From an optimization exercise on the open Yosys and OpenROAD flow, aimed at small area, a short achievable clock period and few clock cycles per item; shortcuts taken in it are not production practice. Function was checked by simulation only, so behaviour that the tests miss may differ from the original. Power and IR drop assume default switching activity.

v13:
// flanger_sweep_state_machine
module flanger_sweep_state_machine #(
    parameter N = 32,              
    parameter L = 24               
) (
    input  wire        clk,
    input  wire        rst,
    input  wire        key_valid,
    input  wire [7:0]  key_char,
    input  wire        btn,
    input  wire        in_valid,
    output wire        in_ready,
    input  wire [15:0] mic,
    input  wire [15:0] gen,
    output reg         out_valid,
    input  wire        out_ready,
    output reg  [31:0] out_data,
    output reg         out_last,
    output reg         out_ev_valid,
    output reg         out_ev_kind,    
    output reg  [7:0]  out_ev_arg,
    output wire [15:0] gen_freq
);
    localparam [2:0] MIN_DEPTH = 3'd1;
    localparam [2:0] MAX_DEPTH = 3'd5;
    localparam [1:0] M_NONE  = 2'd0;
    localparam [1:0] M_FLAN  = 2'd1;
    localparam [1:0] M_RING  = 2'd2;
    localparam [1:0] M_CRUSH = 2'd3;
    reg  [1:0] mode;
    reg        src_sel;
    reg  [2:0] depth;
    reg        key_pend;
    reg  [7:0] key_q;
    reg        btn_pend;
    localparam CW = $clog2(N);
    localparam [CW-1:0] LAST_BEAT = N - 1;
    reg  [CW-1:0] cnt;               
    reg        sk_valid;             
    wire       rdy = !sk_valid;      
    reg        in_ready_q;           
    assign in_ready = in_ready_q;
    wire acc   = in_valid && rdy;
    wire first = (cnt == 0);
    wire last  = (cnt == LAST_BEAT);
    wire c_f     = (key_char == 8'h66);
    wire c_r     = (key_char == 8'h72);
    wire c_b     = (key_char == 8'h62);
    wire c_mode  = (key_char == 8'h6E) | c_f | c_r | c_b;
    wire c_plus  = (key_char == 8'h2B);
    wire c_minus = (key_char == 8'h2D);
    wire [1:0] c_key_mode = c_f ? M_FLAN : c_r ? M_RING : c_b ? M_CRUSH : M_NONE;
    reg        k_mode, k_plus, k_minus;
    reg  [1:0] key_mode;
    wire       k_unrec = !(k_mode | k_plus | k_minus);
    reg [2:0] new_depth;
    always @(*) begin
        new_depth = depth;
        if (key_pend && k_plus && depth < MAX_DEPTH)
            new_depth = depth + 3'd1;
        if (key_pend && k_minus && depth > MIN_DEPTH)
            new_depth = depth - 3'd1;
    end
  ...
Size: roughly 2300 cells after synthesis, about 590 flip-flops, about 110 I/O pins, about 0.029 mm² of cells after synthesis.
Settings: LEC_CHECK=0, CAP_MARGIN=20, CORE_MARGIN=2, CORE_UTILIZATION=40, CTS_BUF_LIST=sky130_fd_sc_hd__clkbuf_8, CTS_CLUSTER_DIAMETER=70, CTS_CLUSTER_SIZE=16, SETUP_SLACK_MARGIN=5, SLEW_MARGIN=20, TNS_END_PERCENT=10; clock period 8.0 ns.
standard.sh (not shown) runs the stock make flow with config.mk's settings and CLKGATE_MAP_FILE= SYNTH_SCRIPT=/design/flow/synth_recipe.tcl, a recipe that flattens the netlist after the stock synthesis.
==> flow/flow/run.sh <==
#!/bin/bash
# The standard layout with two changes:
# - the adders are left to ABC: without ADDER_MAP_FILE, synthesis does not
#   turn three-input XOR/majority pairs into full-adder cells, so the
#   multiplier's compressor tree is mapped as plain gates;
# - every port gets a buf_2 as its buffer (the standard flow's choice is a
#   slow delay buffer).
set -euo pipefail
bash standard.sh ADDER_MAP_FILE= "BUFFER_PORTS_ARGS=-buffer_cell sky130_fd_sc_hd__buf_2" finish > make_finish.log 2>&1
Testbench counts of v13, summed over its fixed seeds: cycles 16,408, items 16,384.
Modified inputs, v46 compared to v13
Settings: removing TNS_END_PERCENT (formerly 10); changing CAP_MARGIN from 20 to 10; changing SLEW_MARGIN from 20 to 10.
- v46: global-route usage higher than v13
- Fraction of area in clock buffers and inverters of v13 is on par with v46.
- Placed cell count delta (v13 -> v46): insignificant
Here is what was changed in the inputs of v56 compared with v46.
Settings: a change of CAP_MARGIN from 10 to 20; an added TNS_END_PERCENT of 0; a change of SLEW_MARGIN from 10 to 20.
Findings:
Lower pre-CTS worst setup slack goes to v46 over v56.
In v56, the worst hold-check slack came out 10 ps above the value in v46.
The estimated power of v56 ends up lower than the estimate for v46.
Summary — share of the cycle needed by the critical path after routing, v56 relative to v46: higher, by 1.7 points.
Number of input and output port buffers inserted of v46 is on par with v56.
Share of synthesized area spent on multiplexers: v56 vs v46 identical
Changes observed in v56 relative to v46: fraction of final layout cells sized beyond drive strength 1 shows a reduction of 1.8 points, total length of routed wires has decreased, die outline height saw little to no change.

[port drivers added, routing unchanged]
The results above use ideal ports. As a check the final layouts listed here were re-extracted and re-timed, cells and wires unchanged.
Step 1 sets driving cells, clkbuf_16 on the clock port and buf_2 on the other inputs (assumed; they add their load-dependent delay and slew).
Step 2 times the ports against the registers' clock, not the clock port: input delays grow and output delays shrink by t, the midpoint of the rising clock arrivals with the driver on.
a / b / c = no drivers / after step 1 / after step 2; a / b = the first two.
run	shift t [ns]	setup slack, ns	worst setup path after step 2	latest minus earliest clock arrival (ns)	slew at the worst register clock pin (ns)
v13	0.737	4.952 / 4.890 / 4.380	input to register	0.046 / 0.046	0.11 / 0.11
v46	0.731	5.060 / 5.013 / 4.365	input to register	0.046 / 0.046	0.11 / 0.11
v56	0.738	4.924 / 4.883 / 4.235	input to register	0.042 / 0.043	0.11 / 0.11
After both steps every run listed still meets setup and hold. For v46, which loses most, drivers alone change the setup slack by -0.047 ns; drivers and shift together by -0.695 ns.
